Context: an optimization exercise on an open-source flow, tuned for small area, a short achievable clock period and few clock cycles per item. The choices shown serve that exercise and are no tape-out recipe.
At most, simulation tests tie the RTL to the original design; equivalence was not proved.
The RTL of runs 4 and 5 was laid out without a check of its function.
Power figures rest on the tool's default switching activity, not on a simulated workload.

`design/flow/flow/run.sh`:
```
#!/bin/bash
# The standard layout (standard.sh, unchanged synthesis and steps), with the
# port buffers that placement inserts made of sky130_fd_sc_hd__buf_1 instead
# of the resizer's default pick; timing repair still sizes them up where a
# path needs it. make's full output goes to flow_make.log here, and ORFS
# keeps each step's log under orfs/logs/.
set -euo pipefail
export BUFFER_PORTS_ARGS="-buffer_cell sky130_fd_sc_hd__buf_1"
bash standard.sh finish > flow_make.log 2>&1
```
`design/flow/standard.sh`:
```
#!/bin/bash
# synth_recipe.tcl (not shown) runs the flow's synth.tcl, then flattens the netlist and writes it again
# the make line also repeats each setting of config.mk as NAME=value (left out here)
make -C /OpenROAD-flow-scripts/flow DESIGN_CONFIG=/design/flow/config.mk WORK_HOME=/design/flow/orfs CLKGATE_MAP_FILE= SYNTH_SCRIPT=/design/flow/synth_recipe.tcl "${@:-finish}"
```
`design/flow/config.mk`:
```
export PLATFORM = sky130hd
export DESIGN_NAME = rtp_h264_depkt
export DESIGN_NICKNAME = rtp_h264_depkt
export VERILOG_FILES = /design/flow/design.v
export SDC_FILE = /design/flow/constraint.sdc
export NUM_CORES = 4
export LEC_CHECK = 0
export CAP_MARGIN = 20
export CORE_MARGIN = 2
export CORE_UTILIZATION = 60
export SETUP_SLACK_MARGIN = 2.45
export SLEW_MARGIN = 20
```
`design/flow/constraint.sdc`:
```
create_clock -name core_clock -period 5.0 [get_ports {clk}]
set_input_delay 1.0000 -clock core_clock [delete_from_list [all_inputs] [get_ports {clk}]]
set_output_delay 1.0000 -clock core_clock [all_outputs]
set_load 0.01 [all_outputs]
```
`design/flow/design.v`:
```
module rtp_h264_depkt (
    input  wire       clk,
    input  wire       rst,
    input  wire       cfg_strict_f,
    input  wire       cfg_zero_byte,
    input  wire       in_valid,
    output wire       in_ready,
    input  wire [7:0] in_data,
    input  wire       in_last,
    output reg        out_valid,
    input  wire       out_ready,
    output reg  [7:0] out_data,
    output wire       res_valid,
    output reg  [2:0] res_cause,
    output wire [4:0] res_flags
);
    localparam [2:0] C_OK         = 3'd0;
    localparam [2:0] C_SHORT      = 3'd1;
    localparam [2:0] C_FBIT       = 3'd2;
    localparam [2:0] C_TRUNC_DON  = 3'd3;
    localparam [2:0] C_TRUNC_SIZE = 3'd4;
    localparam [2:0] C_TRUNC_EXTRA= 3'd5;
    localparam [2:0] C_ZERO_SIZE  = 3'd6;
    localparam [2:0] C_TRUNC_UNIT = 3'd7;
    localparam [3:0] S_IDLE    = 4'd0;    
    localparam [3:0] S_FU_HDR  = 4'd1;    
    localparam [3:0] S_COPY    = 4'd2;    
    localparam [3:0] S_SZ0     = 4'd3;    
    localparam [3:0] S_SZ1     = 4'd4;    
    localparam [3:0] S_UHDR    = 4'd5;    
    localparam [3:0] S_UNIT    = 4'd6;    
    localparam [3:0] S_UNIT_F  = 4'd7;    
    localparam [3:0] S_FUB_DON = 4'd8;    
    localparam [3:0] S_AG_DON  = 4'd9;    
    localparam [3:0] S_EXT     = 4'd10;   
    localparam [3:0] S_DRAIN   = 4'd11;   
    reg  [3:0]  state;
    reg         first;       
    reg         u_z3;        
    reg         u_go;        
    reg         mtap;        
    reg         m24;         
    reg  [1:0]  cnt;         
    reg         ow_z2, ow_z1, ow_01, ow_h;
    reg  [15:0] remain;      
    reg  [4:0]  sflags;      
    reg         res_pend;    
    reg         h_rdy;       
    reg         h_rdy_e;     
    reg         h_res;       
    reg         h_res_e;     
    function [4:0] classify(input [4:0] ty);
        case (ty)
            5'd1: classify = 5'b01000;
            5'd5: classify = 5'b10000;
            5'd6: classify = 5'b00100;
            5'd7: classify = 5'b00001;
            5'd8: classify = 5'b00010;
            default: classify = 5'b00000;
        endcase
    endfunction
    wire [4:0] t0 = in_data[4:0];
    wire t_single = (t0 != 5'd0) && !(t0[4] && t0[3]);
    wire zb_app   = cfg_zero_byte && ((t0 == 5'd6) || (t0 == 5'd7) || (t0 == 5'd8));
    wire uf       = cfg_strict_f && in_data[7];
    wire d_zero   = (in_data == 8'd0);
    wire hi0      = (remain[15:8] == 8'd0);
    wire rem1     = (remain == 16'd1);
    wire szz      = (remain == 16'd0);
    wire sz_z     = hi0 && d_zero;
    wire st_idle  = (state == S_IDLE);
    wire st_uhdr  = (state == S_UHDR);
    wire o_free   = !out_valid || out_ready;    
    assign in_ready  = h_rdy_e || (h_rdy && out_ready);
    wire   take      = in_valid && in_ready;
    assign res_valid = h_res_e || (h_res && out_ready);
    assign res_flags = (res_cause == C_OK) ? sflags : 5'd0;
    reg       push;
    reg [7:0] push_val;
    always @(*) begin
        push     = 1'b0;
        push_val = in_data;
        case (state)
            S_IDLE:   begin push = t_single;   push_val = 8'h00; end
            S_FU_HDR: begin push = in_data[7]; push_val = 8'h00; end
            S_SZ0, S_SZ1: begin push = 1'b1;   push_val = 8'h00; end
            S_UHDR, S_COPY, S_UNIT, S_UNIT_F: push = 1'b1;
            default: ;
        endcase
    end
    reg [2:0] cause;
    always @(*) begin
        case (state)
            S_FUB_DON: cause = cnt[0] ? C_OK : C_TRUNC_DON;
            S_SZ0:     cause = C_TRUNC_SIZE;
            S_SZ1:     cause = mtap ? C_TRUNC_EXTRA : sz_z ? C_ZERO_SIZE : C_TRUNC_UNIT;
            S_EXT:     cause = (cnt != 2'd3) ? C_TRUNC_EXTRA : szz ? C_ZERO_SIZE : C_TRUNC_UNIT;
            S_UHDR:    cause = !rem1 ? C_TRUNC_UNIT : uf ? C_FBIT : C_OK;
            S_UNIT:    cause = !rem1 ? C_TRUNC_UNIT : C_OK;
            S_UNIT_F:  cause = !rem1 ? C_TRUNC_UNIT : C_FBIT;
            S_DRAIN:   cause = {cnt[0], cnt[0] | cnt[1], 1'b0};
            default:   cause = C_OK;
        endcase
        if (st_idle || first)
            cause = C_SHORT;
    end
    wire [4:0] flags_now = st_uhdr ? (sflags | classify(t0)) : sflags;
    wire in_body = st_uhdr || state == S_UNIT || state == S_UNIT_F;
    wire u_code = st_uhdr && !u_go;
    wire u_z    = zb_app && !u_z3;           
    always @(posedge clk) begin
        if (o_free)
            out_data <= ow_h ? ((ow_z1 || ow_z2) ? 8'h00 : ow_01 ? 8'h01 : remain[7:0]) :
                        u_code ? {7'd0, !u_z} : push_val;
        if (st_idle && !ow_h) begin
            remain[7:0] <= in_data;
            mtap   <= (t0 == 5'd26) || (t0 == 5'd27);
            m24    <= (t0 == 5'd27) || (t0 == 5'd29);
        end
        if (st_idle && take)
            sflags <= classify(t0);
        if (state == S_FU_HDR) begin
            remain[4:0] <= t0;
            sflags      <= in_data[7] ? classify(t0) : 5'd0;
        end
        if (st_uhdr && in_valid)
            sflags <= flags_now;
        if (state == S_SZ0)
            remain[15:8] <= in_data;
        if (state == S_SZ1)
            remain[7:0] <= in_data;
        if (in_body && take)
            remain <= remain - 16'd1;
        if (take && in_last) begin
            res_cause <= cause;
        end
    end
    reg [3:0] n_state;
    reg       n_out_valid, n_res_pend, n_first, n_u_z3, n_u_go;
    reg [1:0] n_cnt;
    reg [3:0] n_ow;
    always @(*) begin
        n_state     = state;
        n_out_valid = out_valid;
        n_res_pend  = res_pend;
        n_first     = first;
        n_cnt       = cnt;
        n_ow        = {ow_z2, ow_z1, ow_01, ow_h};
        n_u_z3      = u_z3;
        n_u_go      = u_go;
        if (rst) begin
            n_u_z3      = 1'b0;
            n_u_go      = 1'b0;
            n_state     = S_IDLE;
            n_out_valid = 1'b0;
            n_res_pend  = 1'b0;
            n_ow = 4'b0000;
        end else begin
            if (out_ready)
                n_out_valid = 1'b0;
            if (res_valid)
                n_res_pend = 1'b0;
            if (ow_h && o_free) begin
                n_out_valid = 1'b1;
                n_ow = {1'b0, ow_z2, ow_z1, ow_01};
            end
            if (u_code && in_valid && o_free) begin
                n_out_valid = 1'b1;
                if (u_z)
                    n_u_z3 = 1'b1;
                else
                    n_u_go = 1'b1;
            end
            if (take) begin
                if (push)
                    n_out_valid = 1'b1;
                n_first = st_idle;
                case (state)
                    S_IDLE: begin
                        n_cnt = 2'd0;
                        if (uf) begin
                            n_cnt   = 2'd2;
                            n_state = S_DRAIN;
                        end else if (t_single) begin
                            n_ow = {zb_app, 3'b111};
                            n_state = S_COPY;
                        end else if (t0 == 5'd24)
                            n_state = S_SZ0;
                        else if (t0 == 5'd25 || t0 == 5'd26 || t0 == 5'd27)
                            n_state = S_AG_DON;
                        else if (t0 == 5'd28 || t0 == 5'd29)
                            n_state = S_FU_HDR;
                        else
                            n_state = S_DRAIN;
                    end
                    S_FU_HDR: begin
                        if (in_data[7])
                            n_ow = 4'b0111;
                        n_state = m24 ? S_FUB_DON : S_COPY;
                    end
                    S_FUB_DON: begin
                        n_cnt = 2'd1;
                        if (cnt[0])
                            n_state = S_COPY;
                    end
                    S_AG_DON: begin
                        n_cnt = 2'd1;
                        if (cnt[0])
                            n_state = S_SZ0;
                    end
                    S_SZ0:
                        n_state = S_SZ1;
                    S_SZ1: begin
                        n_cnt = m24 ? 2'd0 : 2'd1;
                        if (mtap)
                            n_state = S_EXT;
                        else if (sz_z) begin
                            n_cnt   = 2'd1;
                            n_state = S_DRAIN;
                        end else
                            n_state = S_UHDR;
                    end
                    S_EXT: begin
                        n_cnt = cnt + 2'd1;
                        if (cnt == 2'd3) begin
                            if (szz) begin
                                n_cnt   = 2'd1;
                                n_state = S_DRAIN;
                            end else
                                n_state = S_UHDR;
                        end
                    end
                    S_UHDR, S_UNIT, S_UNIT_F: begin
                        n_u_z3 = 1'b0;
                        n_u_go = 1'b0;
                        if (rem1) begin
                            if (st_uhdr ? uf : (state == S_UNIT_F)) begin
                                n_cnt   = 2'd2;
                                n_state = S_DRAIN;
                            end else
                                n_state = S_SZ0;
                        end else if (st_uhdr)
                            n_state = uf ? S_UNIT_F : S_UNIT;
                    end
                    default: ;
                endcase
                if (in_last) begin
                    n_state    = S_IDLE;
                    n_res_pend = 1'b1;
                end
            end
        end
    end
    always @(posedge clk) begin
        state     <= n_state;
        out_valid <= n_out_valid;
        res_pend  <= n_res_pend;
        first     <= n_first;
        cnt       <= n_cnt;
        {ow_z2, ow_z1, ow_01, ow_h} <= n_ow;
        u_z3      <= n_u_z3;
        u_go      <= n_u_go;
        h_rdy     <= !n_ow[0] && !(n_state == S_UHDR && !n_u_go);
        h_rdy_e   <= !n_ow[0] && !(n_state == S_UHDR && !n_u_go) && !n_out_valid;
        h_res     <= n_res_pend && !n_ow[0];
        h_res_e   <= n_res_pend && !n_ow[0] && !n_out_valid;
    end
endmodule
```
==> flow_metrics.env, run 1 <==
export IMPL_outcome="no timing/DRC/antenna violations"
export IMPL_via_per_inst=6.39
export IMPL_tritoncts="built"
export IMPL_clk_pin_slew_ns=0.09
export IMPL_io_pins=34
export IMPL_slew_headroom_pct=48.4
export IMPL_initial_core_util_pct=61.1
export IMPL_grt_pass1_wl_um=13100
export IMPL_setup_viol=0
export IMPL_pwr_share_comb_pct=25.4
export IMPL_r2r_cells=4
export IMPL_arrival_ns=2.67
export IMPL_power_per_cell_area_nw_per_um2=329
export IMPL_grt_util_met3_pct=4.60
export IMPL_avgSynthCellArea_um2=9.16
export IMPL_dieWidth_um=78.5
export IMPL_syn_nets=382
export IMPL_p_int_mw=0.780
export IMPL_fin_crit_sh_pct=49.8
export IMPL_cp_max_fo=9
export IMPL_worst_slew_pin_slew_ns=0.769
export IMPL_place_congestion=0.940
export IMPL_grt_max_degree=29
export IMPL_r2r_slack_ns=2.56
export IMPL_ant_nets=0
export IMPL_post_cts_buffers=0
export IMPL_critPathSlowestCell="or3_1"
export IMPL_synth_seq_area_share_pct=43.0
export IMPL_p_leak_nw=1.23
export IMPL_netlist_area_um2=3330
export IMPL_rows=27
export IMPL_hold_buffers=0
export IMPL_die_h_um=78.5
export IMPL_synth_area_leaders="edfxtp_1 33%, dfxtp_1 9.6%, a21oi_1 5.0%"
export IMPL_r2r_start="state[1]"
export IMPL_netlist_cell_type_count=65
export IMPL_min_delay_start="ow_z2"
export IMPL_cpPeakStageDelay_ns=0.44
export IMPL_most_common_layout_cells="37 x edfxtp_1, 36 x nor2_1, 33 x a21oi_1"
export IMPL_final_util_pct=65.5
export IMPL_use_met1_pct=41.2
export IMPL_hold_viol=0
export IMPL_layoutNonFillerInstCount=456
export IMPL_clkPwrFrac_pct=21.0
export IMPL_grtUsageTotal_pct=27.2
export IMPL_synth_top_area_share_pct=33.4
export IMPL_clock_sinks=53
export IMPL_grt_pass1_vias=2562
export IMPL_switchingPower_mw=0.394
export IMPL_io_buffers=33
export IMPL_antenna_found_initial=0
export IMPL_coreArea_um2=5440
export IMPL_path_class="in -> reg"
export IMPL_root_buffer="clkbuf_8"
export IMPL_setup_worst_path_start_class="input pin"
export IMPL_nets=402
export IMPL_h_tree_depth=2
export IMPL_cp_data_required_time_ns=5.18
export IMPL_cts_made_buffers=5
export IMPL_drive_gt1_share_pct=8.07
export IMPL_setup_tns_ns=0
export IMPL_grt_overflow=0
export IMPL_synth_seq_cells=53
export IMPL_via_count=2916
export IMPL_async_flop_share_pct=0
export IMPL_n_fill_cell=486
export IMPL_hold_class="reg -> reg"
export IMPL_synth_ff_type="edfxtp_1"
export IMPL_pwr_share_seq_pct=53.6
export IMPL_first_pass_iters=5
export IMPL_cts_max_path_buffers=2
export IMPL_p_sw_share_pct=33.6
export IMPL_rsz0062_at_grt="yes"
export IMPL_crit_path_cell_trace="buf_1 > or3_1 > mux2_4 > nor4b_4 > a2111oi_2 > nor3_2 > a41oi_1"
export IMPL_slew_viol_final=0
export IMPL_die_area_um2=6150
export IMPL_startpoint="in_data[0]"
export IMPL_antenna_cells=0
export IMPL_synth_largest_area_cell="edfxtp_1"
export IMPL_syn2layout_area_growth_pct=7.19
export IMPL_wirelength_um=8070
export IMPL_clock_latency_ns=0.31
export IMPL_met2_usage_pct=40.6
export IMPL_placed_cells_incl_taps=448
export IMPL_cp_end_kind="flip-flop"
export IMPL_final_common_cell="edfxtp_1"
export IMPL_min_path_cells=2
export IMPL_busiest_layer="met1"
export IMPL_wl_per_cell_um=17.7
export IMPL_hpwl_um=5940
export IMPL_synth_edf_count=37
export IMPL_fin_skew_ns=0.00943
export IMPL_yosysWarnings=1
export IMPL_synthCells=363
export IMPL_clock_fmax_ghz=0.402
export IMPL_drc_errors=0
export IMPL_finalCriticalPeriod_ns=2.49
export IMPL_maxCapViolCount=0
export IMPL_vdd_ir_drop_max_mv=0.159
export IMPL_initialDrtViolationCount=238
## kinds of logic (layout without fill, tap and decap cells)
| logic type | count (synthesis) | in the layout | share of synthesized area [%] |
|---|---|---|---|
| buffers and inverters | 37 | 58 | 5.12 |
| XOR/XNOR | 13 | 13 | 3.42 |
| adder cells (fa/ha/maj) | 4 | 4 | 1.50 |
| AND/OR/NAND/NOR | 141 | 141 | 23.4 |
| multiplexers | 5 | 5 | 1.66 |
| flip-flops | 53 | 53 | 43.0 |
| AO/OA/AOI/OAI | 110 | 110 | 21.8 |
## power by group through the flow
stage / clock network, mW / registers (mW) / logic [mW]
after global routing: 0.270 / 0.638 / 0.331
final: 0.247 / 0.629 / 0.298
after CTS: 0.252 / 0.624 / 0.291
after floorplan: 0 / 0.608 / 0.231
after global placement: 0 / 0.634 / 0.289
after detailed placement: 0 / 0.634 / 0.288
## layout make-up
| type | instances | area, um2 | area share, % |
|---|---|---|---|
| Clock buffer | 7 | 86.3 | 2.42 |
| Clock inverter | 1 | 7.51 | 0.211 |
| Inverter | 15 | 56.3 | 1.58 |
| Multi-Input combinational cell | 273 | 1740 | 48.9 |
| Sequential cell | 53 | 1430 | 40.2 |
| Tap cell | 72 | 90.1 | 2.53 |
| Timing Repair Buffer | 35 | 148 | 4.14 |
## final timing paths
check	to
worst max-delay path	h_rdy_e
worst min-delay path	ow_z2
worst max register to register	out_data[6]
worst min register to register	ow_z2
## critical path: cells and delay by family
kind                   cells  cell delay [ns]
buffers and inverters      1             0.19
multiplexers               1             0.29
AO/OA/AOI/OAI              2             0.28
AND/OR/NAND/NOR            3             0.90
## Yosys cell counts, types with 4 or more instances
master,number
edfxtp_1,37
nor2_1,37
a21oi_1,33
nand2_1,28
o21ai_0,21
dfxtp_1,16
inv_1,15
and3_1,11
nor3_1,10
and2_1,9
xnor2_1,9
a22o_1,8
clkbuf_1,8
a31oi_1,7
a211oi_1,6
buf_2,6
nand2b_1,6
nand3_1,6
a41oi_1,5
nor2b_1,5
ha_1,4
mux2i_1,4
nor4_1,4
o31ai_1,4
xor2_1,4
## sequential cells by signal (all words and copies together), names as in the netlist, 2 cells and up
register / flops
cnt: 2
res_cause: 3
remain: 16
sflags: 5
out_data: 8
state: 4
## through the flow
| step | setup slack [ns] | cell area, um2 | power, mW | hold WS, ns |
|---|---|---|---|---|
| global placement | 2.13 | 3440 | 0.922 | 0.491 |
| CTS | 2.50 | 3540 | 1.17 | 0.505 |
| global route | 2.43 | 3560 | 1.24 | 0.525 |
| floorplan | 2.48 | 3330 | 0.838 | 0.460 |
| detailed placement | 2.11 | 3440 | 0.922 | 0.493 |
| finish | 2.51 | 3560 | 1.17 | 0.506 |
## what timing repair did
action,CTS,global route
pin swaps,0,1
gates resized for setup,2,8
endpoints found under the setup margin,2,21
## metal layers
| layer | wire (um) | part of all wire (%) | vias to the layer above |
|---|---|---|---|
| li1 | - | - | 1395 |
| met1 | 3640 | 45 | 1324 |
| met2 | 3470 | 43 | 179 |
| met3 | 838 | 10 | 18 |
| met4 | 114 | 1.4 | 0 |
| met5 | 0 | 0 | - |
Testbench counts, summed over its fixed seeds: cycles 180,227, in bytes 177,094.
==> run 2, diff against run 1 <==
--- a/design/flow/config.mk
+++ b/design/flow/config.mk
@@ -8,5 +8,5 @@
 export CAP_MARGIN = 20
 export CORE_MARGIN = 2
 export CORE_UTILIZATION = 60
-export SETUP_SLACK_MARGIN = 2.45
+export SETUP_SLACK_MARGIN = 2.55
 export SLEW_MARGIN = 20
==> run 2 against run 1 <==
Effect of this change:
- largest power group unchanged
- maximum frequency up 2.3%
- design area up 2.3%
- clock-buffer cell count down 2
- flip-flop and latch count unchanged
- still clean on timing, DRC and antenna
==> flow_metrics.env, run 2 <==
export IMPL_outcome="no timing/DRC/antenna violations"
export IMPL_drive_gt1_share_pct=10.9
export IMPL_power_per_cell_area_nw_per_um2=352
export IMPL_hold_class="reg -> reg"
export IMPL_async_flop_share_pct=0
export IMPL_cp_max_fo=4
export IMPL_slew_viol_final=0
export IMPL_synth_area_leaders="edfxtp_1 33%, dfxtp_1 9.6%, a21oi_1 5.0%"
export IMPL_finalCriticalPeriod_ns=2.43
export IMPL_die_h_um=78.5
export IMPL_avgSynthCellArea_um2=9.16
export IMPL_cts_max_path_buffers=2
export IMPL_clock_latency_ns=0.31
export IMPL_max_flop_register="remain"
export IMPL_holdPathEnd="ow_z2"
export IMPL_reg_top3="remain (16), out_data (8), sflags (5)"
export IMPL_final_common_cell="edfxtp_1"
export IMPL_synth_top_area_share_pct=33.4
export IMPL_r2r_start="state[0]"
export IMPL_antenna_cells=0
export IMPL_coreArea_um2=5440
export IMPL_largest_reg_flops=16
export IMPL_initialDrtViolationCount=274
export IMPL_io_pins=34
export IMPL_root_buffer="clkbuf_8"
export IMPL_path_delay_family="buffers and inverters"
export IMPL_crit_path_cell_trace="buf_6 > a21o_1 > buf_2"
export IMPL_synth_commonest_cells="37 x edfxtp_1, 37 x nor2_1, 33 x a21oi_1"
export IMPL_grt_overflow=0
export IMPL_via_per_inst=6.31
export IMPL_netlist_cell_type_count=65
export IMPL_drc_errors=0
export IMPL_synth_seq_cells=53
export IMPL_synth_seq_area_share_pct=43.0
export IMPL_nets=404
export IMPL_cp_data_required_time_ns=4.00
export IMPL_min_path_cells=2
export IMPL_clk_pin_slew_ns=0.10
export IMPL_r2r_slack_ns=2.70
export IMPL_dieWidth_um=78.5
export IMPL_r2r_cells=6
export IMPL_most_common_layout_cells="37 x edfxtp_1, 36 x nor2_1, 32 x a21oi_1"
export IMPL_rsz0062_at_grt="yes"
export IMPL_fin_area_um2=3650
export IMPL_grt_pass1_wl_um=13300
export IMPL_via_count=2889
export IMPL_grt_pass1_vias=2550
export IMPL_worstReg2RegEnd="remain[3]"
export IMPL_netlist_area_um2=3330
export IMPL_hpwl_um=6140
export IMPL_p_leak_nw=1.28
export IMPL_arrival_ns=1.43
export IMPL_clock_sinks=53
export IMPL_cp_end_kind="output port"
export IMPL_cpPeakStageDelay_ns=0.18
export IMPL_synth_edf_count=37
export IMPL_clock_fmax_ghz=0.411
export IMPL_final_setup_worst_slack_ns=2.57
export IMPL_die_area_um2=6150
export IMPL_slew_headroom_pct=50.2
export IMPL_tritoncts="built"
export IMPL_setup_viol=0
export IMPL_rows=27
export IMPL_antenna_found_initial=0
export IMPL_initial_core_util_pct=61.1
export IMPL_setup_tns_ns=0
export IMPL_worst_slew_pin_slew_ns=0.746
export IMPL_critPathSlowestCell="a21o_1"
export IMPL_synth_largest_area_cell="edfxtp_1"
export IMPL_syn2layout_area_growth_pct=9.67
export IMPL_cts_made_buffers=5
export IMPL_place_ws_ns=2.14
export IMPL_power_mw=1.28
export IMPL_grt_max_degree=28
export IMPL_n_fill_cell=453
export IMPL_yosysWarnings=1
export IMPL_wl_per_cell_um=18.0
export IMPL_synthCells=363
export IMPL_hold_viol=0
export IMPL_path_class="in -> out"
export IMPL_io_buffers=33
export IMPL_wirelength_um=8250
export IMPL_min_delay_start="ow_z2"
export IMPL_critPathBufInv=2
export IMPL_place_congestion=1.02
export IMPL_setup_worst_path_start_class="input pin"
export IMPL_h_tree_depth=2
export IMPL_dpl_cell_area_um2=3450
export IMPL_fin_skew_ns=0.00343
export IMPL_vdd_ir_drop_max_mv=0.237
export IMPL_first_pass_iters=5
export IMPL_synth_ff_type="edfxtp_1"
export IMPL_syn_nets=382
export IMPL_maxCapViolCount=0
export IMPL_grtUsageTotal_pct=27.9
export IMPL_ant_nets=0
export IMPL_fin_crit_sh_pct=48.6
==> run 2: cell count changes in the layout (fill, tap and decap cells not counted), moves of 2 or more <==
cell,change
buf_1,-3
buf_4,+2
bufinv_16,+2
nor3_1,-2
nor3_2,+2
==> run 2: per-layer routing <==
layer  vias to the layer above  share of wire (%)  track usage [%]
li1                       1403                  -                -
met1                      1329                 46             41.8
met4                         0                1.6             7.54
met5                         -                  0                0
met3                        17                8.3             5.06
met2                       140                 44             41.6
==> run 2: worst max path at each step <==
stage	cells past startpoint	slack, ns	start	end
floorplan	7	2.50	in_data[0]	h_rdy
global placement	7	2.27	in_data[4]	h_rdy
detailed placement	7	2.14	in_data[4]	h_rdy_e
CTS	3	2.56	out_ready	in_ready
global route	7	2.44	in_data[3]	h_rdy
finish	3	2.57	out_ready	in_ready
==> run 2: through the flow <==
step | util (%) | instances | hold WS [ns]
floorplan | - | 363 | 0.460
global route | 67.1 | 458 | 0.562
finish | 67.1 | 458 | 0.524
CTS | 66.4 | 458 | 0.524
global placement | 63.4 | 449 | 0.485
detailed placement | 63.4 | 449 | 0.511
==> run 2: area by class of cell <==
class,count,area (um2),area share [%]
clock buffer,5,68.8,1.89
clock inverter,3,68.8,1.89
inverter,15,56.3,1.54
multi-input combinational,273,1760,48.2
sequential,53,1430,39.3
tap,72,90.1,2.47
timing repair buffer,37,173,4.73
==> run 2: cell families after synthesis <==
group | after synthesis | synth area share, %
and+or+nand+nor | 141 | 23.4
AOI/OAI and AO/OA | 110 | 21.8
DFF | 53 | 43.0
buffers and inverters | 37 | 5.12
xor gates and xnor gates | 13 | 3.42
muxes | 5 | 1.66
adders and majority gates | 4 | 1.50
==> run 2: where the power goes <==
group | internal (mW) | total (mW) | switching (mW)
combinational | 0.121 | 0.306 | 0.185
sequential | 0.550 | 0.630 | 0.0791
clock | 0.201 | 0.348 | 0.147
total | 0.873 | 1.28 | 0.411
==> run 2: tightest hold or removal path, delay by kind of cell (launching register included) <==
| kind | cells | cell delay (ns) |
|---|---|---|
| compound gates | 1 | 0.06 |
| flops | 1 | 0.35 |
| simple gates | 1 | 0.07 |
==> run 2: what timing repair did <==
| action | 4_1_cts | 5_1_grt |
|---|---|---|
| buffers inserted | 1 | 0 |
| setup endpoints to repair | 15 | 21 |
| hold buffers | 0 | 0 |
| gates resized for setup | 6 | 12 |
| pin swaps | 1 | 2 |
==> run 3, diff against run 2 <==
--- a/design/flow/config.mk
+++ b/design/flow/config.mk
@@ -8,5 +8,5 @@
 export CAP_MARGIN = 20
 export CORE_MARGIN = 2
 export CORE_UTILIZATION = 60
-export SETUP_SLACK_MARGIN = 2.55
+export SETUP_SLACK_MARGIN = 2.6
 export SLEW_MARGIN = 20
==> run 3 against run 2 <==
Effect of this change:
- largest cell class unchanged
- clock skew grew 0.0051 ns
- worst setup slack lost 0.023 ns
- highest routed layer unchanged
- clock power shrank about 30%
- still clean on timing, DRC and antenna
- flip-flop and latch count is the same
- global-route usage shrank 0.17 points
==> flow_metrics.env, run 3 <==
export IMPL_outcome="no timing/DRC/antenna violations"
export IMPL_fin_skew_ns=0.00852
export IMPL_die_area_um2=6150
export IMPL_setup_tns_ns=0
export IMPL_wl_per_cell_um=18.0
export IMPL_maxCapViolCount=0
export IMPL_ant_nets=0
export IMPL_setup_worst_path_start_class="input pin"
export IMPL_final_setup_worst_slack_ns=2.55
export IMPL_initialDrtViolationCount=284
export IMPL_hpwl_um=5930
export IMPL_antenna_found_initial=0
export IMPL_slew_headroom_pct=48.8
export IMPL_grt_max_degree=28
export IMPL_synth_largest_area_cell="edfxtp_1"
export IMPL_rsz0062_at_grt="yes"
export IMPL_initial_core_util_pct=61.1
export IMPL_cp_data_required_time_ns=4.00
export IMPL_hold_class="reg -> reg"
export IMPL_synthCells=363
export IMPL_layoutNonFillerInstCount=462
export IMPL_synth_ff_type="edfxtp_1"
export IMPL_nets=408
export IMPL_synth_top_area_share_pct=33.4
export IMPL_grtUsageTotal_pct=27.7
export IMPL_synth_commonest_cells="37 x edfxtp_1, 37 x nor2_1, 33 x a21oi_1"
export IMPL_h_tree_depth=2
export IMPL_netlist_area_um2=3330
export IMPL_cts_made_buffers=5
export IMPL_wirelength_um=8340
export IMPL_coreArea_um2=5440
export IMPL_antenna_cells=0
export IMPL_clk_pin_slew_ns=0.10
export IMPL_drc_errors=0
export IMPL_drive_gt1_share_pct=13.8
export IMPL_synth_area_leaders="edfxtp_1 33%, dfxtp_1 9.6%, a21oi_1 5.0%"
export IMPL_first_pass_iters=7
export IMPL_cp_max_fo=5
export IMPL_crit_path_cell_trace="buf_8 > a21o_1 > buf_2"
export IMPL_fin_crit_sh_pct=49.1
export IMPL_place_ws_ns=1.91
export IMPL_async_flop_share_pct=0
export IMPL_reg_top3="remain (16), out_data (8), sflags (5)"
export IMPL_cp_end_kind="output port"
export IMPL_critPathSlowestCell="a21o_1"
export IMPL_via_per_inst=6.35
export IMPL_most_common_layout_cells="37 x edfxtp_1, 36 x nor2_1, 32 x a21oi_1"
export IMPL_grt_overflow=0
export IMPL_tritoncts="built"
export IMPL_dieWidth_um=78.5
export IMPL_placed_cells_incl_taps=448
export IMPL_slew_viol_final=0
export IMPL_hold_buffers=0
export IMPL_grt_pass1_vias=2649
export IMPL_power_per_cell_area_nw_per_um2=319
export IMPL_clock_fmax_ghz=0.407
export IMPL_max_flop_register="remain"
export IMPL_synth_seq_area_share_pct=43.0
export IMPL_clock_sinks=53
export IMPL_p_leak_nw=1.31
export IMPL_vdd_ir_drop_max_mv=0.171
export IMPL_synth_edf_count=37
export IMPL_cts_max_path_buffers=2
export IMPL_grt_pass1_wl_um=13200
export IMPL_worst_slew_pin_slew_ns=0.767
export IMPL_clock_latency_ns=0.31
export IMPL_die_h_um=78.5
export IMPL_io_pins=34
export IMPL_path_class="in -> out"
export IMPL_syn2layout_area_growth_pct=12.6
export IMPL_avgSynthCellArea_um2=9.16
export IMPL_largest_reg_flops=16
export IMPL_synth_seq_cells=53
export IMPL_place_congestion=0.980
export IMPL_timing_hold_ws_ns=0.524
export IMPL_cpPeakStageDelay_ns=0.20
export IMPL_final_common_cell="edfxtp_1"
export IMPL_via_count=2934
export IMPL_yosysWarnings=1
export IMPL_io_buffers=33
export IMPL_syn_nets=382
export IMPL_finalCriticalPeriod_ns=2.45
export IMPL_root_buffer="clkbuf_8"
export IMPL_setup_viol=0
export IMPL_arrival_ns=1.45
export IMPL_rows=27
export IMPL_hold_viol=0
export IMPL_netlist_cell_type_count=65
run 3: cell counts after synthesis:
No cell type changed its count.
run 3: path summary, 6_finish.rpt:
kind                            slack, ns        end      start  depth (start not counted)
worst max-delay path                 2.55   in_ready  out_ready                          3
worst max register to register       2.67  remain[2]   state[1]                          4
worst min-delay path                 0.52   res_pend   res_pend                          2
worst min register to register       0.52   res_pend   res_pend                          2
run 3: where the power goes:
| group | internal [mW] | switching, mW | total (mW) |
|---|---|---|---|
| clock network | 0.0996 | 0.145 | 0.245 |
| registers | 0.550 | 0.0753 | 0.626 |
| logic | 0.127 | 0.195 | 0.323 |
| total | 0.777 | 0.416 | 1.19 |
run 3: stage by stage:
| stage | power (mW) | util [%] | cell area [um2] |
|---|---|---|---|
| 2_1_floorplan | 0.841 | - | 3340 |
| 3_3_place_gp | 0.925 | 63.4 | 3450 |
| 3_5_place_dp | 0.926 | 63.4 | 3450 |
| 4_1_cts | 1.17 | 66.0 | 3590 |
| 5_1_grt | 1.25 | 68.9 | 3740 |
| 6_report | 1.19 | 68.9 | 3740 |
run 3: layout make-up:
cell class,instances,area [um2]
Multi-Input combinational cell,274,1840
Fill cell,446,1690
Sequential cell,53,1430
Timing Repair Buffer,40,235
Tap cell,72,90.1
Clock buffer,5,68.8
Inverter,15,56.3
Clock inverter,3,21.3
run 3: cell families after synthesis:
family | count (synthesis) | synth area share, %
XOR/XNOR | 13 | 3.42
buffers and inverters | 37 | 5.12
multiplexers | 5 | 1.66
AND/OR/NAND/NOR | 141 | 23.4
adder cells (fa/ha/maj) | 4 | 1.50
flip-flops | 53 | 43.0
AO/OA/AOI/OAI | 110 | 21.8
run 3: critical path: cells and delay by family:
kind | cells | cell delay, ns
AO/OA/AOI/OAI | 1 | 0.20
buffers and inverters | 2 | 0.25
run 3: routing by layer:
layer	vias to the layer above	global-route usage, %	routed length, um
met5	-	0	0
met4	0	11.4	250
met3	26	3.91	694
met2	159	42.1	3670
met1	1343	40.0	3730
li1	1406	-	-
run 3: repair_timing:
| item | CTS | global route |
|---|---|---|
| resized for setup | 9 | 37 |
| buffers inserted | 1 | 4 |
| pin swaps | 2 | 3 |
| gates cloned | 1 | 0 |
| hold endpoints to repair | 0 | 0 |
| setup endpoints to repair | 30 | 25 |
==> run 4, diff against run 3 <==
--- a/design/flow/design.v
+++ b/design/flow/design.v
@@ -72,7 +72,7 @@
     wire st_uhdr  = (state == S_UHDR);
     wire o_free   = !out_valid || out_ready;    
     assign in_ready  = h_rdy_e || (h_rdy && out_ready);
-    wire   take      = in_valid && in_ready;
+    wire   take      = in_valid && h_rdy && o_free;
     assign res_valid = h_res_e || (h_res && out_ready);
     assign res_flags = (res_cause == C_OK) ? sflags : 5'd0;
     reg       push;
==> run 4 against run 3 <==
Effect of this change:
- critical path type is now in -> reg
- highest routed layer unchanged
- worst setup slack gained 0.016 ns
- combinational power grew 2%
- first-iteration DRC count grew 58%
- design area grew 4.3%
- clock power shrank 2%
- utilization grew 3.4 points
==> flow_metrics.env, run 4 <==
export IMPL_hold_viol=0
export IMPL_grt_pass1_wl_um=13900
export IMPL_clkPwrFrac_pct=20.2
export IMPL_clock_sinks=53
export IMPL_antenna_found_initial=0
export IMPL_worstReg2RegEnd="h_rdy_e"
export IMPL_slew_viol_final=0
export IMPL_path_depth=8
export IMPL_netlist_area_um2=3300
export IMPL_synthCells=368
export IMPL_vdd_ir_drop_max_mv=0.201
export IMPL_wl_per_cell_um=18.5
export IMPL_r2r_slack_ns=2.64
export IMPL_initialDrtViolationCount=450
export IMPL_synth_edf_count=37
export IMPL_nets=426
export IMPL_path_class="in -> reg"
export IMPL_endpoint="h_rdy_e"
export IMPL_synth_commonest_cells="43 x a21oi_1, 38 x nand2_1, 37 x edfxtp_1"
export IMPL_pwr_share_seq_pct=52.0
export IMPL_setup_tns_ns=0
export IMPL_coreArea_um2=5410
export IMPL_startpoint="in_data[2]"
export IMPL_die_h_um=78.2
export IMPL_grt_max_degree=30
export IMPL_r2r_cells=8
export IMPL_final_util_pct=72.2
export IMPL_cpPeakStageDelay_ns=0.55
export IMPL_grtUsageTotal_pct=29.6
export IMPL_crit_path_cell_trace="buf_12 > or4b_4 > a21oi_4 > nand2b_1 > a21oi_2 > o31ai_4 > nor4b_4 > nor2_1"
export IMPL_critPathBufInv=1
export IMPL_yosysMostFrequentCell="a21oi_1"
export IMPL_worst_slew_pin_slew_ns=0.746
export IMPL_tritoncts="built"
export IMPL_wirelength_um=8900
export IMPL_clk_pin_slew_ns=0.09
export IMPL_dieWidth_um=78.2
export IMPL_grt_overflow=0
export IMPL_async_flop_share_pct=0
export IMPL_root_buffer="clkbuf_8"
export IMPL_io_pins=34
export IMPL_p_int_mw=0.781
export IMPL_cp_end_kind="flip-flop"
export IMPL_outcome="no timing/DRC/antenna violations"
export IMPL_h_tree_depth=2
export IMPL_power_per_cell_area_nw_per_um2=304
export IMPL_io_buffers=33
export IMPL_maxCapViolCount=0
export IMPL_rsz0062_at_grt="yes"
export IMPL_pwr_share_comb_pct=27.8
export IMPL_synth_seq_cells=53
export IMPL_syn_nets=387
export IMPL_critPathSlowestCell="or4b_4"
export IMPL_grt_pass1_vias=2764
export IMPL_fin_area_um2=3910
export IMPL_synth_top_area_share_pct=33.7
export IMPL_p_sw_share_pct=34.2
export IMPL_arrival_ns=2.64
export IMPL_cts_max_path_buffers=2
export IMPL_cp_data_required_time_ns=5.20
export IMPL_p_leak_nw=1.39
export IMPL_drc_errors=0
export IMPL_fin_crit_sh_pct=48.8
export IMPL_finalCriticalPeriod_ns=2.44
export IMPL_initial_core_util_pct=61.1
export IMPL_rows=27
export IMPL_slew_headroom_pct=50.3
export IMPL_synth_largest_area_cell="edfxtp_1"
export IMPL_reg_top3="remain (16), out_data (8), sflags (5)"
export IMPL_die_area_um2=6110
export IMPL_avgSynthCellArea_um2=8.97
export IMPL_max_flop_register="remain"
export IMPL_dpl_cell_area_um2=3520
export IMPL_most_common_layout_cells="38 x nand2_1, 38 x a21oi_1, 37 x edfxtp_1"
export IMPL_clock_fmax_ghz=0.410
export IMPL_setup_worst_path_start_class="input pin"
export IMPL_via_count=3080
export IMPL_drive_gt1_share_pct=19.6
export IMPL_cp_max_fo=8
export IMPL_setup_viol=0
export IMPL_largest_reg_flops=16
export IMPL_path_delay_family="simple AND/OR/NAND/NOR gates"
export IMPL_fin_skew_ns=0.00950
export IMPL_first_pass_iters=5
export IMPL_synth_seq_area_share_pct=43.4
export IMPL_yosysWarnings=1
export IMPL_antenna_cells=0
export IMPL_r2r_start="cnt[0]"
export IMPL_hpwl_um=6210
export IMPL_ant_nets=0
export IMPL_cts_made_buffers=5
export IMPL_synth_area_leaders="edfxtp_1 34%, dfxtp_1 9.7%, a21oi_1 6.5%"
export IMPL_hold_buffers=0
export IMPL_via_per_inst=6.42
export IMPL_hold_class="reg -> reg"
export IMPL_netlist_cell_type_count=59
export IMPL_syn2layout_area_growth_pct=18.3
export IMPL_switchingPower_mw=0.405
export IMPL_clock_latency_ns=0.31
export IMPL_synth_ff_type="edfxtp_1"
export IMPL_place_congestion=0.934
[run 4: cell types whose count changed in the layout (fill, tap and decap cells not counted), sizes merged, moves of 4 or more]
cell and delta:
a41oi -5, nand3 +4, nand2 +10, and3 -5, a21oi +10, buf +11, or4 -4, or3 +5
o211ai +4
[run 4: metal layers]
layer  track usage, %  up-vias  wire (um)
li1                 -     1444          -
met4             12.6        0        280
met1             42.9     1411       3810
met3             5.75       31        870
met2             43.3      194       3930
met5                0        -          0
[run 4: cell families after synthesis]
logic type,Yosys count,share of synthesized area [%]
simple gates,150,25.1
compound gates,111,21.6
fa+ha+maj,4,1.52
xor+xnor,13,3.45
flops,53,43.4
mux,3,0.910
buf+inv,34,4.02
[run 4: cell type report]
class	instances	area, um2
well taps	72	90.1
fillers	429	1500
inverters	15	58.8
repair buffers	51	315
clock buffers	7	76.3
clock inverters	1	7.51
multi-input cells	281	1920
flip-flops and latches	53	1440
[run 4: worst min path at each step]
stage | slack, ns | startpoint | endpoint | cells past startpoint
global placement | 0.45 | res_pend | res_pend | 2
floorplan | 0.43 | res_pend | res_pend | 2
detailed placement | 0.48 | res_pend | res_pend | 2
CTS | 0.49 | res_pend | res_pend | 2
finish | 0.50 | res_pend | res_pend | 2
global route | 0.53 | res_pend | res_pend | 2
[run 4: power by group through the flow]
stage / clock, mW / combinational [mW] / sequential (mW)
finish: 0.239 / 0.330 / 0.616
detailed placement: 0 / 0.285 / 0.621
global placement: 0 / 0.283 / 0.618
floorplan: 0 / 0.216 / 0.600
global route: 0.253 / 0.359 / 0.623
CTS: 0.242 / 0.313 / 0.613
[run 4: timing repair]
action / 4_1_cts / 5_1_grt
buffers inserted: 10 / 5
pin swaps: 6 / 10
gates resized for setup: 30 / 29
setup endpoints to repair: 37 / 14
[run 4: per-stage QoR]
step | setup WS [ns] | hold WS [ns] | power [mW] | std cells
5_1_grt | 2.50 | 0.532 | 1.24 | 480
4_1_cts | 2.58 | 0.489 | 1.17 | 475
3_3_place_gp | 2.06 | 0.453 | 0.901 | 457
6_report | 2.56 | 0.503 | 1.19 | 480
3_5_place_dp | 2.00 | 0.475 | 0.906 | 457
2_1_floorplan | 2.45 | 0.427 | 0.815 | 368
[run 4: worst min-delay path: stages, from the launching register on]
cell,delay [ns]
dfxtp_1,0.32
nand2_1,0.05
a21oi_1,0.08
==> run 5, diff against run 4 <==
--- a/design/flow/config.mk
+++ b/design/flow/config.mk
@@ -8,5 +8,5 @@
 export CAP_MARGIN = 20
 export CORE_MARGIN = 2
 export CORE_UTILIZATION = 60
-export SETUP_SLACK_MARGIN = 2.6
+export SETUP_SLACK_MARGIN = 2.5
 export SLEW_MARGIN = 20
==> run 5 against run 4 <==
Effect of this change:
- clock-buffer cell count is 2 lower
- wire length hardly changed
- critical endpoint unchanged
- maximum frequency is 2.3% lower
- synthesized cell count stayed put
- worst hold slack worse by 0.025 ns
- critical path type unchanged
- sequential power hardly changed
- still clean on timing, DRC and antenna
==> flow_metrics.env, run 5 <==
export IMPL_hpwl_um=6240
export IMPL_arrival_ns=2.70
export IMPL_wl_met1_um=3730
export IMPL_max_flop_register="remain"
export IMPL_p_int_mw=0.814
export IMPL_clkPwrFrac_pct=24.2
export IMPL_synth_largest_area_cell="edfxtp_1"
export IMPL_rsz0062_at_grt="yes"
export IMPL_top_layer="met4"
export IMPL_initial_core_util_pct=61.1
export IMPL_hold_class="reg -> reg"
export IMPL_critPathBufInv=1
export IMPL_drc_errors=0
export IMPL_p_leak_nw=1.34
export IMPL_netlist_area_um2=3300
export IMPL_fin_skew_ns=0.0120
export IMPL_switchingPower_mw=0.410
export IMPL_dieWidth_um=78.2
export IMPL_grt_overflow=0
export IMPL_grt_pass1_vias=2726
export IMPL_coreArea_um2=5410
export IMPL_wirelength_um=8890
export IMPL_die_area_um2=6110
export IMPL_wl_per_cell_um=18.8
export IMPL_io_buffers=33
export IMPL_slew_headroom_pct=42.1
export IMPL_fin_crit_sh_pct=49.9
export IMPL_wl_met2_um=4000
export IMPL_antenna_found_initial=0
export IMPL_yosysWarnings=1
export IMPL_hold_viol=0
export IMPL_nets=419
export IMPL_setup_viol=0
export IMPL_synthCells=368
export IMPL_regArea_um2=1440
export IMPL_setup_worst_path_start_class="input pin"
export IMPL_via_per_inst=6.45
export IMPL_syn_nets=387
export IMPL_maxCapViolCount=0
export IMPL_slew_viol_final=0
export IMPL_synth_seq_area_share_pct=43.4
export IMPL_synth_commonest_cells="43 x a21oi_1, 38 x nand2_1, 37 x edfxtp_1"
export IMPL_synth_top_area_share_pct=33.7
export IMPL_power_per_cell_area_nw_per_um2=322
export IMPL_place_congestion=0.958
export IMPL_clock_fmax_ghz=0.401
export IMPL_synth_seq_cells=53
export IMPL_ant_nets=0
export IMPL_cp_data_required_time_ns=5.21
export IMPL_grt_pass1_wl_um=14200
export IMPL_hold_buffers=0
export IMPL_clk_pin_slew_ns=0.09
export IMPL_outcome="no timing/DRC/antenna violations"
export IMPL_path_class="in -> reg"
export IMPL_first_pass_iters=7
export IMPL_dr_wl_met3_um=885
export IMPL_n_fill_cell=455
export IMPL_path_delay_family="simple AND/OR/NAND/NOR gates"
export IMPL_place_ws_ns=1.55
export IMPL_critPathSlowestCell="buf_1"
export IMPL_p_sw_share_pct=33.5
export IMPL_clock_latency_ns=0.32
export IMPL_setup_tns_ns=0
export IMPL_pwr_share_comb_pct=25.4
export IMPL_netlist_cell_type_count=59
export IMPL_cpPeakStageDelay_ns=0.39
export IMPL_synth_edf_count=37
export IMPL_finalCriticalPeriod_ns=2.50
export IMPL_most_common_layout_cells="38 x nand2_1, 38 x a21oi_1, 37 x edfxtp_1"
export IMPL_crit_path_cell_trace="buf_1 > nor4_1 > nand4_1 > nand2_1 > a211oi_2 > a31oi_2 > nor4b_4 > nor2_1"
export IMPL_via_count=3049
export IMPL_cts_max_path_buffers=2
export IMPL_async_flop_share_pct=0
export IMPL_vdd_ir_drop_max_mv=0.192
export IMPL_cp_max_fo=7
export IMPL_largest_reg_flops=16
export IMPL_cp_end_kind="flip-flop"
export IMPL_tritoncts="built"
export IMPL_rows=27
export IMPL_reg_top3="remain (16), out_data (8), sflags (5)"
export IMPL_pwr_share_seq_pct=50.4
export IMPL_die_h_um=78.2
export IMPL_synth_ff_type="edfxtp_1"
export IMPL_drive_gt1_share_pct=16.0
export IMPL_h_tree_depth=2
export IMPL_yosysMostFrequentCell="a21oi_1"
export IMPL_io_pins=34
export IMPL_antenna_cells=0
export IMPL_grt_max_degree=26
export IMPL_final_setup_worst_slack_ns=2.50
export IMPL_root_buffer="clkbuf_8"
export IMPL_avgSynthCellArea_um2=8.97
export IMPL_initialDrtViolationCount=456
export IMPL_worst_slew_pin_slew_ns=0.862
export IMPL_multi_input_area_um2=1880
export IMPL_clock_sinks=53
export IMPL_grtUsageTotal_pct=29.8
export IMPL_cts_made_buffers=5
export IMPL_synth_area_leaders="edfxtp_1 34%, dfxtp_1 9.7%, a21oi_1 6.5%"
export IMPL_syn2layout_area_growth_pct=15.0
run 5: cell counts after synthesis:
No cell type changed its count.
run 5: timing repair:
action                     in CTS  in global routing
pin swaps                       3                  6
setup endpoints to repair      38                 28
resized for setup              16                 16
setup buffers                   4                  5
gates cloned                    0                  0
hold endpoints to repair        0                  0
run 5: layout make-up:
type                       instances  share of cell area (%)
multi-input combinational        281                    49.6
sequential                        53                    37.8
timing repair buffer              44                    5.67
tap                               72                    2.37
clock buffer                       5                    1.81
inverter                          15                    1.55
clock inverter                     3                    1.15
run 5: logic make-up after synthesis:
group	synth area share, %
compound gates	21.6
buf+inv	4.02
flops	43.4
mux	0.910
simple gates	25.1
xor+xnor	3.45
fa+ha+maj	1.52
run 5: tightest hold or removal path: cells and delay by family (launching register included):
family          cells  cell delay (ns)
compound gates      1             0.08
flops               1             0.31
simple gates        1             0.05
run 5: worst paths after layout:
path,start,cells after the start,end,slack [ns]
worst max register to register,state[1],7,h_rdy_e,2.58
worst max-delay path,in_data[7],8,h_rdy_e,2.50
worst min register to register,res_pend,2,res_pend,0.48
worst min-delay path,res_pend,2,res_pend,0.48
run 5: through the flow:
step	utilization, %	std cells	hold WS, ns	instance area, um2	power, mW
finish	70.3	473	0.477	3800	1.22
global route	70.3	473	0.535	3800	1.28
CTS	68.4	468	0.471	3690	1.20
detailed placement	64.7	456	0.457	3500	0.898
global placement	64.7	456	0.450	3500	0.895
floorplan	-	368	0.427	3370	0.813
run 5: power groups by stage:
stage	clock network, mW	registers, mW	logic [mW]
after floorplan	0	0.599	0.213
after global placement	0	0.618	0.278
after detailed placement	0	0.619	0.279
after CTS	0.298	0.612	0.289
after global routing	0.318	0.623	0.340
final	0.296	0.617	0.310
run 5: layer usage:
layer,track usage (%),up-vias
li1,-,1425
met5,0,-
met3,5.29,39
met2,46.1,213
met1,42.8,1372
met4,9.30,0
==> run 6, diff against run 5 <==
--- a/design/flow/design.v
+++ b/design/flow/design.v
@@ -72,7 +72,7 @@
     wire st_uhdr  = (state == S_UHDR);
     wire o_free   = !out_valid || out_ready;    
     assign in_ready  = h_rdy_e || (h_rdy && out_ready);
-    wire   take      = in_valid && h_rdy && o_free;
+    wire   take      = in_valid && in_ready;
     assign res_valid = h_res_e || (h_res && out_ready);
     assign res_flags = (res_cause == C_OK) ? sflags : 5'd0;
     reg       push;
--- a/design/flow/config.mk
+++ b/design/flow/config.mk
@@ -8,5 +8,6 @@
 export CAP_MARGIN = 20
 export CORE_MARGIN = 2
 export CORE_UTILIZATION = 60
+export GPL_TIMING_DRIVEN = 0
 export SETUP_SLACK_MARGIN = 2.5
 export SLEW_MARGIN = 20
==> run 6 against run 5 <==
Effect of this change:
- still clean on timing, DRC and antenna
- maximum frequency is 0.12% higher
- clock power down 16%
- first-iteration DRC count fell by 47%
- power shrank 1.4%
- design area shrank 2.3%
- cell count up 0.42%
- worst setup slack improved by 0.0030 ns
- synthesized cell count decreased by 1.4%
- utilization decreased by 2.0 points
- global-route usage decreased by 0.44 points
- largest cell class unchanged
==> flow_metrics.env, run 6 <==
export IMPL_most_common_layout_cells="37 x edfxtp_1, 36 x nor2_1, 32 x a21oi_1"
export IMPL_grt_pass1_wl_um=13800
export IMPL_synthSimpleGateAreaFrac_pct=23.4
export IMPL_rsz0062_at_grt="yes"
export IMPL_drive_gt1_share_pct=11.9
export IMPL_timing_hold_ws_ns=0.519
export IMPL_fin_crit_sh_pct=49.9
export IMPL_layoutNonFillerInstCount=475
export IMPL_antenna_found_initial=0
export IMPL_cp_data_required_time_ns=5.02
export IMPL_synth_largest_area_cell="edfxtp_1"
export IMPL_setup_tns_ns=0
export IMPL_critPathBufInv=2
export IMPL_synth_ff_type="edfxtp_1"
export IMPL_min_path_cells=2
export IMPL_grt_pass1_vias=2720
export IMPL_final_common_cell="edfxtp_1"
export IMPL_synthAdderAreaFrac_pct=1.50
export IMPL_largest_reg_flops=16
export IMPL_io_buffers=28
export IMPL_critPathSlowestCell="nor4_1"
export IMPL_grtUsageTotal_pct=29.4
export IMPL_crit_path_cell_trace="buf_1 > buf_2 > nor4_1 > nand2_1 > nor3_1 > nor2_1 > o21ai_0 > nand3_1"
export IMPL_synth_area_leaders="edfxtp_1 33%, dfxtp_1 9.6%, a21oi_1 5.0%"
export IMPL_slew_viol_final=0
export IMPL_via_count=3016
export IMPL_maxCapViolCount=0
export IMPL_reg_top3="remain (16), out_data (8), sflags (5)"
export IMPL_setup_viol=0
export IMPL_initial_core_util_pct=61.1
export IMPL_hold_buffers=0
export IMPL_slew_headroom_pct=43.4
export IMPL_grt_overflow=0
export IMPL_cpPeakStageDelay_ns=0.33
export IMPL_synth_edf_count=37
export IMPL_path_class="in -> reg"
export IMPL_io_pins=34
export IMPL_initialDrtViolationCount=243
export IMPL_synth_compound_area_share_pct=21.8
export IMPL_via_per_inst=6.35
export IMPL_worst_slew_pin_slew_ns=0.842
export IMPL_placed_cells_incl_taps=463
export IMPL_power_per_cell_area_nw_per_um2=325
export IMPL_rows=27
export IMPL_cts_max_path_buffers=2
export IMPL_clock_fmax_ghz=0.401
export IMPL_avgSynthCellArea_um2=9.16
export IMPL_muxShareOfSynthArea_pct=1.66
export IMPL_wl_per_cell_um=18.4
export IMPL_ant_nets=0
export IMPL_dieWidth_um=78.5
export IMPL_antenna_cells=0
export IMPL_die_h_um=78.5
export IMPL_syn_nets=382
export IMPL_path_depth=8
export IMPL_synth_seq_cells=53
export IMPL_fin_area_um2=3710
export IMPL_yosysWarnings=1
export IMPL_vdd_ir_drop_max_mv=0.175
export IMPL_netlist_area_um2=3330
export IMPL_first_pass_iters=5
export IMPL_cts_made_buffers=5
export IMPL_root_buffer="clkbuf_8"
export IMPL_arrival_ns=2.51
export IMPL_r2r_cells=7
export IMPL_syn2layout_area_growth_pct=11.6
export IMPL_hpwl_um=6570
export IMPL_cp_max_fo=10
export IMPL_synthCells=363
export IMPL_synth_top_area_share_pct=33.4
export IMPL_finalCriticalPeriod_ns=2.49
export IMPL_wirelength_um=8720
export IMPL_synth_seq_area_share_pct=43.0
export IMPL_n_fill_cell=458
export IMPL_path_delay_family="simple AND/OR/NAND/NOR gates"
export IMPL_grt_max_degree=17
export IMPL_nets=421
export IMPL_clock_sinks=53
export IMPL_dpl_cell_area_um2=3540
export IMPL_synth_top_family_by_area="simple AND/OR/NAND/NOR gates"
export IMPL_hold_class="reg -> reg"
export IMPL_drc_errors=0
export IMPL_hold_viol=0
export IMPL_synth_commonest_cells="37 x edfxtp_1, 37 x nor2_1, 33 x a21oi_1"
export IMPL_tritoncts="built"
export IMPL_netlist_cell_type_count=65
export IMPL_place_congestion=0.932
export IMPL_clock_latency_ns=0.30
export IMPL_die_area_um2=6150
export IMPL_async_flop_share_pct=0
export IMPL_cp_end_kind="flip-flop"
export IMPL_setup_worst_path_start_class="input pin"
export IMPL_outcome="no timing/DRC/antenna violations"
export IMPL_p_leak_nw=1.31
export IMPL_clk_pin_slew_ns=0.09
export IMPL_synth_xor_xnor_area_share_pct=3.42
export IMPL_coreArea_um2=5440
export IMPL_h_tree_depth=2
export IMPL_max_flop_register="remain"
export IMPL_fin_skew_ns=0.00300
## run 6: what timing repair did
action	in CTS	in global routing
buffers inserted	3	1
endpoints found under the setup margin	32	38
resized for setup	4	13
pin swaps	2	2
## run 6: worst register-to-register path, delay by kind of cell (launching register included)
| family | cells | cell delay, ns |
|---|---|---|
| AND/OR/NAND/NOR | 3 | 1.04 |
| XOR/XNOR | 1 | 0.16 |
| flip-flops | 1 | 0.52 |
| buffers and inverters | 1 | 0.12 |
| AO/OA/AOI/OAI | 1 | 0.08 |
| adder cells (fa/ha/maj) | 1 | 0.22 |
## run 6: cell type report
cell class | instances | area [um2] | share of cell area [%]
inverter | 15 | 56.3 | 1.52
timing repair buffer | 32 | 138 | 3.71
clock buffer | 7 | 86.3 | 2.33
sequential | 53 | 1430 | 38.6
multi-input combinational | 273 | 1770 | 47.8
clock inverter | 1 | 7.51 | 0.202
buffer | 22 | 128 | 3.44
tap | 72 | 90.1 | 2.43
## run 6: cell families after synthesis
group | after synthesis
adder cells (fa/ha/maj) | 4
AO/OA/AOI/OAI | 110
buffers and inverters | 37
multiplexers | 5
flip-flops | 53
AND/OR/NAND/NOR | 141
XOR/XNOR | 13
## run 6: layer usage
metal  GRT usage, %  wire (um)  share of wire (%)
met5              0          0                  0
met4           10.5        203                2.3
met3           4.14        679                7.8
met2           44.6       3990                 46
met1           43.0       3850                 44
## run 6: path summary, 6_finish.rpt
check | startpoint | end | slack (ns)
worst max-delay path | in_data[2] | res_cause[0] | 2.51
worst min-delay path | res_pend | res_pend | 0.52
worst max register to register | remain[0] | remain[14] | 2.62
worst min register to register | res_pend | res_pend | 0.52
## run 6: through the flow
step | power (mW) | setup slack (ns) | utilization (%)
6_report | 1.21 | 2.51 | 68.2
5_1_grt | 1.27 | 2.50 | 68.2
4_1_cts | 1.20 | 2.51 | 67.5
3_5_place_dp | 0.947 | 2.00 | 65.0
3_3_place_gp | 0.939 | 2.02 | 64.9
2_1_floorplan | 0.839 | 2.50 | -
## run 6: report_power, final
part | switching [mW] | internal, mW
clock network | 0.136 | 0.113
logic | 0.223 | 0.130
registers | 0.0535 | 0.550
Testbench counts of run 6, summed over its fixed seeds: cycles 180,227, in bytes 177,094.
==> run 7, diff against run 6 <==
--- a/design/flow/config.mk
+++ b/design/flow/config.mk
@@ -7,7 +7,6 @@
 export LEC_CHECK = 0
 export CAP_MARGIN = 20
 export CORE_MARGIN = 2
-export CORE_UTILIZATION = 60
-export GPL_TIMING_DRIVEN = 0
+export CORE_UTILIZATION = 75
 export SETUP_SLACK_MARGIN = 2.5
 export SLEW_MARGIN = 20
==> run 7 against run 6 <==
Effect of this change:
- clock-buffer cell count down 1
- area after synthesis unchanged
- power down 1.0%
- non-clock buffer count down 17
- critical endpoint is now out_data[0]
- first-iteration DRC count up 92%
- still clean on timing, DRC and antenna
- utilization up 15 points
==> flow_metrics.env, run 7 <==
export IMPL_arrival_ns=2.57
export IMPL_syn_nets=382
export IMPL_yosysWarnings=1
export IMPL_pwr_share_comb_pct=26.2
export IMPL_via_count=3110
export IMPL_synth_seq_cells=53
export IMPL_ant_nets=0
export IMPL_power_mw=1.19
export IMPL_path_class="in -> reg"
export IMPL_crit_path_cell_trace="buf_6 > or3_4 > mux2_4 > nor4b_4 > a21oi_1 > nor2_1 > a21oi_1"
export IMPL_place_ws_ns=2.14
export IMPL_synthCells=363
export IMPL_synth_edf_count=37
export IMPL_initial_core_util_pct=76.9
export IMPL_clock_sinks=53
export IMPL_vdd_ir_drop_max_mv=0.161
export IMPL_finalCriticalPeriod_ns=2.52
export IMPL_setup_worst_path_start_class="input pin"
export IMPL_wirelength_um=9070
export IMPL_tritoncts="built"
export IMPL_cts_max_path_buffers=2
export IMPL_p_sw_share_pct=35.4
export IMPL_hold_class="reg -> reg"
export IMPL_p_leak_nw=1.25
export IMPL_grtUsageTotal_pct=35.3
export IMPL_crit_top_cell="a21oi_1"
export IMPL_synth_top_area_share_pct=33.4
export IMPL_io_buffers=33
export IMPL_min_path_cells=2
export IMPL_max_flop_register="remain"
export IMPL_r2r_cells=5
export IMPL_cp_end_kind="flip-flop"
export IMPL_die_h_um=70.6
export IMPL_antenna_cells=0
export IMPL_grt_pass1_wl_um=13800
export IMPL_setup_tns_ns=0
export IMPL_rsz0062_at_grt="yes"
export IMPL_worst_slew_pin_slew_ns=0.768
export IMPL_fin_skew_ns=0.0130
export IMPL_reg_top3="remain (16), out_data (8), sflags (5)"
export IMPL_dieWidth_um=70.6
export IMPL_drc_errors=0
export IMPL_wl_per_cell_um=20.7
export IMPL_setup_viol=0
export IMPL_die_area_um2=4980
export IMPL_avgSynthCellArea_um2=9.16
export IMPL_outcome="no timing/DRC/antenna violations"
export IMPL_cpPeakStageDelay_ns=0.38
export IMPL_maxCapViolCount=0
export IMPL_drive_gt1_share_pct=10.4
export IMPL_cts_made_buffers=5
export IMPL_antenna_found_initial=0
export IMPL_cp_data_required_time_ns=5.05
export IMPL_netlist_area_um2=3330
export IMPL_power_per_cell_area_nw_per_um2=332
export IMPL_grt_pass1_vias=2726
export IMPL_fin_crit_sh_pct=50.4
export IMPL_netlist_cell_type_count=65
export IMPL_most_common_layout_cells="37 x edfxtp_1, 36 x nor2_1, 33 x a21oi_1"
export IMPL_switchingPower_mw=0.423
export IMPL_syn2layout_area_growth_pct=8.01
export IMPL_pwr_share_seq_pct=53.3
export IMPL_initialDrtViolationCount=466
export IMPL_root_buffer="clkbuf_8"
export IMPL_slew_viol_final=0
export IMPL_h_tree_depth=2
export IMPL_place_congestion=1.03
export IMPL_synth_commonest_cells="37 x edfxtp_1, 37 x nor2_1, 33 x a21oi_1"
export IMPL_clkPwrFrac_pct=20.5
export IMPL_synth_largest_area_cell="edfxtp_1"
export IMPL_synth_area_leaders="edfxtp_1 33%, dfxtp_1 9.6%, a21oi_1 5.0%"
export IMPL_grt_overflow=0
export IMPL_coreArea_um2=4320
export IMPL_nets=404
export IMPL_async_flop_share_pct=0
export IMPL_hold_viol=0
export IMPL_p_int_mw=0.771
export IMPL_final_setup_worst_slack_ns=2.48
export IMPL_cp_max_fo=10
export IMPL_slew_headroom_pct=48.7
export IMPL_synth_seq_area_share_pct=43.0
export IMPL_grt_max_degree=29
export IMPL_clock_fmax_ghz=0.397
export IMPL_critPathSlowestCell="or3_4"
export IMPL_rows=24
export IMPL_largest_reg_flops=16
export IMPL_synth_ff_type="edfxtp_1"
export IMPL_final_common_cell="edfxtp_1"
export IMPL_clock_latency_ns=0.31
export IMPL_hpwl_um=6300
export IMPL_first_pass_iters=5
export IMPL_clk_pin_slew_ns=0.10
export IMPL_hold_buffers=0
export IMPL_io_pins=34
export IMPL_via_per_inst=7.10
==> run 7: cell counts after synthesis <==
No cell type changed its count.
==> run 7: kinds of logic (layout without fill, tap and decap cells) <==
logic type | Yosys count | count (layout) | share of synthesized area, %
AO/OA/AOI/OAI | 110 | 110 | 21.8
XOR/XNOR | 13 | 13 | 3.42
adder cells (fa/ha/maj) | 4 | 4 | 1.50
buffers and inverters | 37 | 60 | 5.12
flip-flops | 53 | 53 | 43.0
multiplexers | 5 | 5 | 1.66
AND/OR/NAND/NOR | 141 | 141 | 23.4
==> run 7: power groups by stage <==
stage | clock network (mW) | logic [mW] | registers, mW
after global placement | 0 | 0.282 | 0.632
after floorplan | 0 | 0.232 | 0.608
after CTS | 0.241 | 0.295 | 0.630
after global routing | 0.253 | 0.337 | 0.643
final | 0.244 | 0.313 | 0.636
after detailed placement | 0 | 0.291 | 0.639
==> run 7: cell type report <==
class,count,area (um2)
Tap cell,52,65.1
Fill cell,258,732
Sequential cell,53,1430
Multi-Input combinational cell,273,1770
Clock buffer,6,72.6
Timing Repair Buffer,37,180
Clock inverter,2,13.8
Inverter,15,56.3
==> run 7: critical path: cells and delay by family <==
family / cells / cell delay [ns]
AO/OA/AOI/OAI: 2 / 0.23
multiplexers: 1 / 0.28
AND/OR/NAND/NOR: 3 / 0.93
buffers and inverters: 1 / 0.12
==> run 7: repair_timing <==
| item | in CTS | in global routing |
|---|---|---|
| pin swaps | 0 | 6 |
| setup buffers | 0 | 3 |
| hold endpoints to repair | 0 | 0 |
| endpoints found under the setup margin | 11 | 22 |
| gates resized for setup | 5 | 23 |
==> run 7: metrics by stage <==
stage	hold WS, ns	instances	util, %	cell area (um2)
4_1_cts	0.531	435	81.2	3510
3_3_place_gp	0.487	427	78.8	3410
5_1_grt	0.556	438	83.1	3590
2_1_floorplan	0.460	363	-	3340
3_5_place_dp	0.515	427	78.8	3410
6_report	0.523	438	83.1	3590
==> run 7: metal layers <==
metal	part of all wire, %	vias to the layer above	track usage (%)
met2	45	276	52.6
met1	39	1392	51.6
met3	11	44	5.70
met4	4.2	0	15.7
met5	0	-	0
li1	-	1398	-
==> run 7: path summary, 6_finish.rpt <==
path              startpoint           to  slack [ns]
setup reg to reg    state[3]    remain[1]        2.61
hold / removal      res_pend     res_pend        0.52
setup / recovery  in_data[1]  out_data[0]        2.48
hold reg to reg     res_pend     res_pend        0.52

-- port drivers added, routing unchanged --
How much do the figures lean on ideal ports? The routed layouts below were timed once more, with nothing changed but the port constraints. Step 1, drivers: a clkbuf_16 drives clk and a buf_2 each remaining input, both assumed. Step 2 also shifts input and output timing later by t, the mid clock arrival at the registers, as if the neighbouring blocks saw the same clock. a / b / c = ideal ports / drivers / drivers and shift; a / b = the first two.
run	t (ns)	setup WS [ns]	worst hold slack (ns)	latest minus earliest clock arrival (ns)	pins driven straight from the clock port
run 1	0.332	2.512 / 2.515 / 2.183	0.506 / 0.506 / 0.506	0.009 / 0.010	1
run 2	0.338	2.568 / 2.538 / 2.264	0.524 / 0.524 / 0.524	0.004 / 0.004	1
run 3	0.337	2.545 / 2.502 / 2.284	0.524 / 0.524 / 0.524	0.009 / 0.008	1
run 4	0.336	2.561 / 2.525 / 2.206	0.503 / 0.503 / 0.503	0.010 / 0.009	1
run 5	0.343	2.503 / 2.511 / 2.168	0.477 / 0.477 / 0.477	0.012 / 0.012	1
run 6	0.334	2.506 / 2.495 / 2.177	0.519 / 0.519 / 0.519	0.003 / 0.003	1
run 7	0.331	2.482 / 2.477 / 2.146	0.523 / 0.523 / 0.523	0.014 / 0.014	1
After both steps every run listed still meets setup and hold. The setup slack of run 4, which loses most, moves by -0.036 ns with the drivers and by -0.355 ns with both steps.
